This design comes from an exercise in tuning for small area and a short achievable clock period on the open sky130 flow, not from production work.
Function was checked by simulation only, so behaviour that the tests miss may differ from the original.
Power and IR drop assume default switching activity.

Setup of run A:
// rwq_dequant
module rwq_dequant (
    input  wire         clk,
    input  wire         rst,         
    input  wire         in_valid,
    input  wire [1:0]   fmt,
    input  wire [31:0]  codes,
    input  wire [31:0]  scale,
    input  wire [31:0]  bias,
    output reg          out_valid,
    output reg  [127:0] dout
);
For scale: about 12000 cells after synthesis, ~740 flip-flops, roughly 230 I/O pins, about 75000 µm² of cells after synthesis.
export LEC_CHECK = 0
export ABC_AREA = 1
export CAP_MARGIN = 20
export CORE_MARGIN = 2
export CORE_UTILIZATION = 55
export PLACE_DENSITY = 0.7
export SLEW_MARGIN = 20
create_clock -name core_clock -period 44.0 [get_ports {clk}]
standard.sh (not shown) runs the stock make flow with config.mk's settings and CLKGATE_MAP_FILE= SYNTH_SCRIPT=/design/flow/synth_recipe.tcl, a recipe that flattens the netlist after the stock synthesis.
==> flow/flow/run.sh <==
#!/bin/bash
# The standard layout (the standard.sh: the standard synthesis, then ORFS to finish), with
# two changes to how it is made:
#  - ORFS's timing repair is asked to keep 34.1 ns of setup slack at the 44 ns clock, so that it
#    works on the achieved period;
#  - the buffer put on every input and output port is buf_2 rather than the delay buffer
#    buffer_ports picks by default.
# The constraints (clock period, input and output delays, load) are the design's, unchanged.
set -euo pipefail
bash standard.sh SETUP_SLACK_MARGIN=34.1 "BUFFER_PORTS_ARGS=-buffer_cell sky130_fd_sc_hd__buf_2" finish > standard.log 2>&1
## Diff of input files: run B against run A
- CORE_UTILIZATION: 55 -> 65
- PLACE_DENSITY: 0.7 -> 0.8
--- a/flow/flow/run.sh
+++ b/flow/flow/run.sh
@@ -3 +3 @@
-# two changes to how it is made:
+# three changes to how it is made:
@@ -7 +7,3 @@
-#    buffer_ports picks by default.
+#    buffer_ports picks by default;
+#  - clock tree synthesis clusters up to 30 sinks within 80 um per leaf buffer and adds no
+#    dummy loads.
@@ -10 +12,4 @@
-bash standard.sh SETUP_SLACK_MARGIN=34.1 "BUFFER_PORTS_ARGS=-buffer_cell sky130_fd_sc_hd__buf_2" finish > standard.log 2>&1
+bash standard.sh SETUP_SLACK_MARGIN=34.1 \
+  "BUFFER_PORTS_ARGS=-buffer_cell sky130_fd_sc_hd__buf_2" \
+  "CTS_ARGS=-sink_clustering_enable -repair_clock_nets -sink_clustering_size 30 -sink_clustering_max_diameter 80 -dont_use_dummy_load" \
+  finish > standard.log 2>&1
Results
The number of cells on the worst reg-to-reg path in run B sits 5 below the value recorded for run A.
Changes observed in run B relative to run A: core box area lost about 16%, combined area of the multi-input logic cells neither gained nor lost much, sequential power share picked up an extra 0.6 points, number of antenna repair diodes neither gained nor lost much, sequential share of layout area picked up an extra 0.45 points.
Relative slew slack deteriorates in run B relative to run A.
Met1 layer wirelength in the final routing: run A and run B compared, lower one is run B
In the flow results for run A and run B, the wire length reported by the detailed router is larger on run A.
Run B: worst setup slack is 0.048 ns higher than what run A reported.
> inputs changed (run B -> run C)
- changing CORE_UTILIZATION from 65 to 55
- changing PLACE_DENSITY from 0.8 to 0.7
==> comparison <==
- Run C ended up with dfxtp_4 as its cell with the biggest individual delay on the critical path; run B ended up with dfxtp_1.
- Compared with run B, run C ends up with more cell area.
- Against run B, run C reports a internal power contribution that is higher.
- In the reports for run C and run B, the larger iteration count of the initial detailed-routing pass belongs to run B.
- Compared with run B, in run C estimated wirelength of the detail-placed design now larger; setup slack now smaller.
- In the flow results for run C and run B, the detailed-routed wire length on met3 is smaller on run C.
- Summary of the comparison: global-route wire length before repair is higher in run C, relative to run B.
- Compared with run B, run C shows met2 layer wire length in the routed design higher by about 2.4%.
- Diff run B -> run C: number of vias per cell after detailed routing shows a reduction of 0.31, total power consumption of the routed design shows no meaningful change.
--- input diff run C..run D ---
==> flow/flow/run.sh <==
#!/bin/bash
# The standard layout (the standard.sh: the standard synthesis, then ORFS to finish), with
# two changes to how it is made:
#  - ORFS's timing repair is asked to keep 33.8 ns of setup slack at the 44 ns clock, so that it
#    works on the achieved period;
#  - the buffer put on every input and output port is buf_2 rather than the delay buffer
#    buffer_ports picks by default.
# The constraints (clock period, input and output delays, load) are the design's, unchanged.
set -euo pipefail
bash standard.sh SETUP_SLACK_MARGIN=33.8 "BUFFER_PORTS_ARGS=-buffer_cell sky130_fd_sc_hd__buf_2" finish > standard.log 2>&1
## What came out
- Going from run C to run D, overall power consumption grew by a few percent.
- Going from run C to run D, worst setup slack went down by 0.097 ns; final instance area went up by 910 µm²; via count was more or less identical.
- On signed area change from the synthesized netlist to the final layout: run D sits above run C.
- Against run C, run D comes in 0.8 points lower on sequential cell fraction of total power.

## static timing again, ports no longer ideal
In the flow no input, the clock included, has a driving cell. The finished layouts below were timed again as built, in two steps.
Step 1, drivers: a clkbuf_16 drives clk and a buf_2 each remaining input, both assumed.
Step 2 adds t to the input delays and takes it off the output delays; t is the mean of the earliest and latest rising clock arrival at the registers after step 1. Input paths then give back, and output paths get back, about the clock's delay inside the block.
Slacks: ideal ports / drivers / drivers and shift; pairs: ideal ports / drivers.
| run | shift t [ns] | slack for setup (ns) | hold slack, ns | worst data-port slew with drivers (ns) | cell pins on the clock port's net |
|---|---|---|---|---|---|
| run A | 0.811 | 33.989 / 33.904 / 33.860 | 0.322 / 0.322 / 0.322 | 0.07 | 1 |
| run B | 0.744 | 34.038 / 33.954 / 33.816 | 0.335 / 0.335 / 0.335 | 0.07 | 1 |
| run C | 0.768 | 34.002 / 33.918 / 33.807 | 0.287 / 0.287 / 0.287 | 0.08 | 1 |
| run D | 0.811 | 33.906 / 33.821 / 33.432 | 0.323 / 0.323 / 0.323 | 0.07 | 1 |
After both steps setup and hold are still met in every run listed. For run D, which loses most, drivers alone change the setup slack by -0.085 ns; drivers and shift together by -0.474 ns.
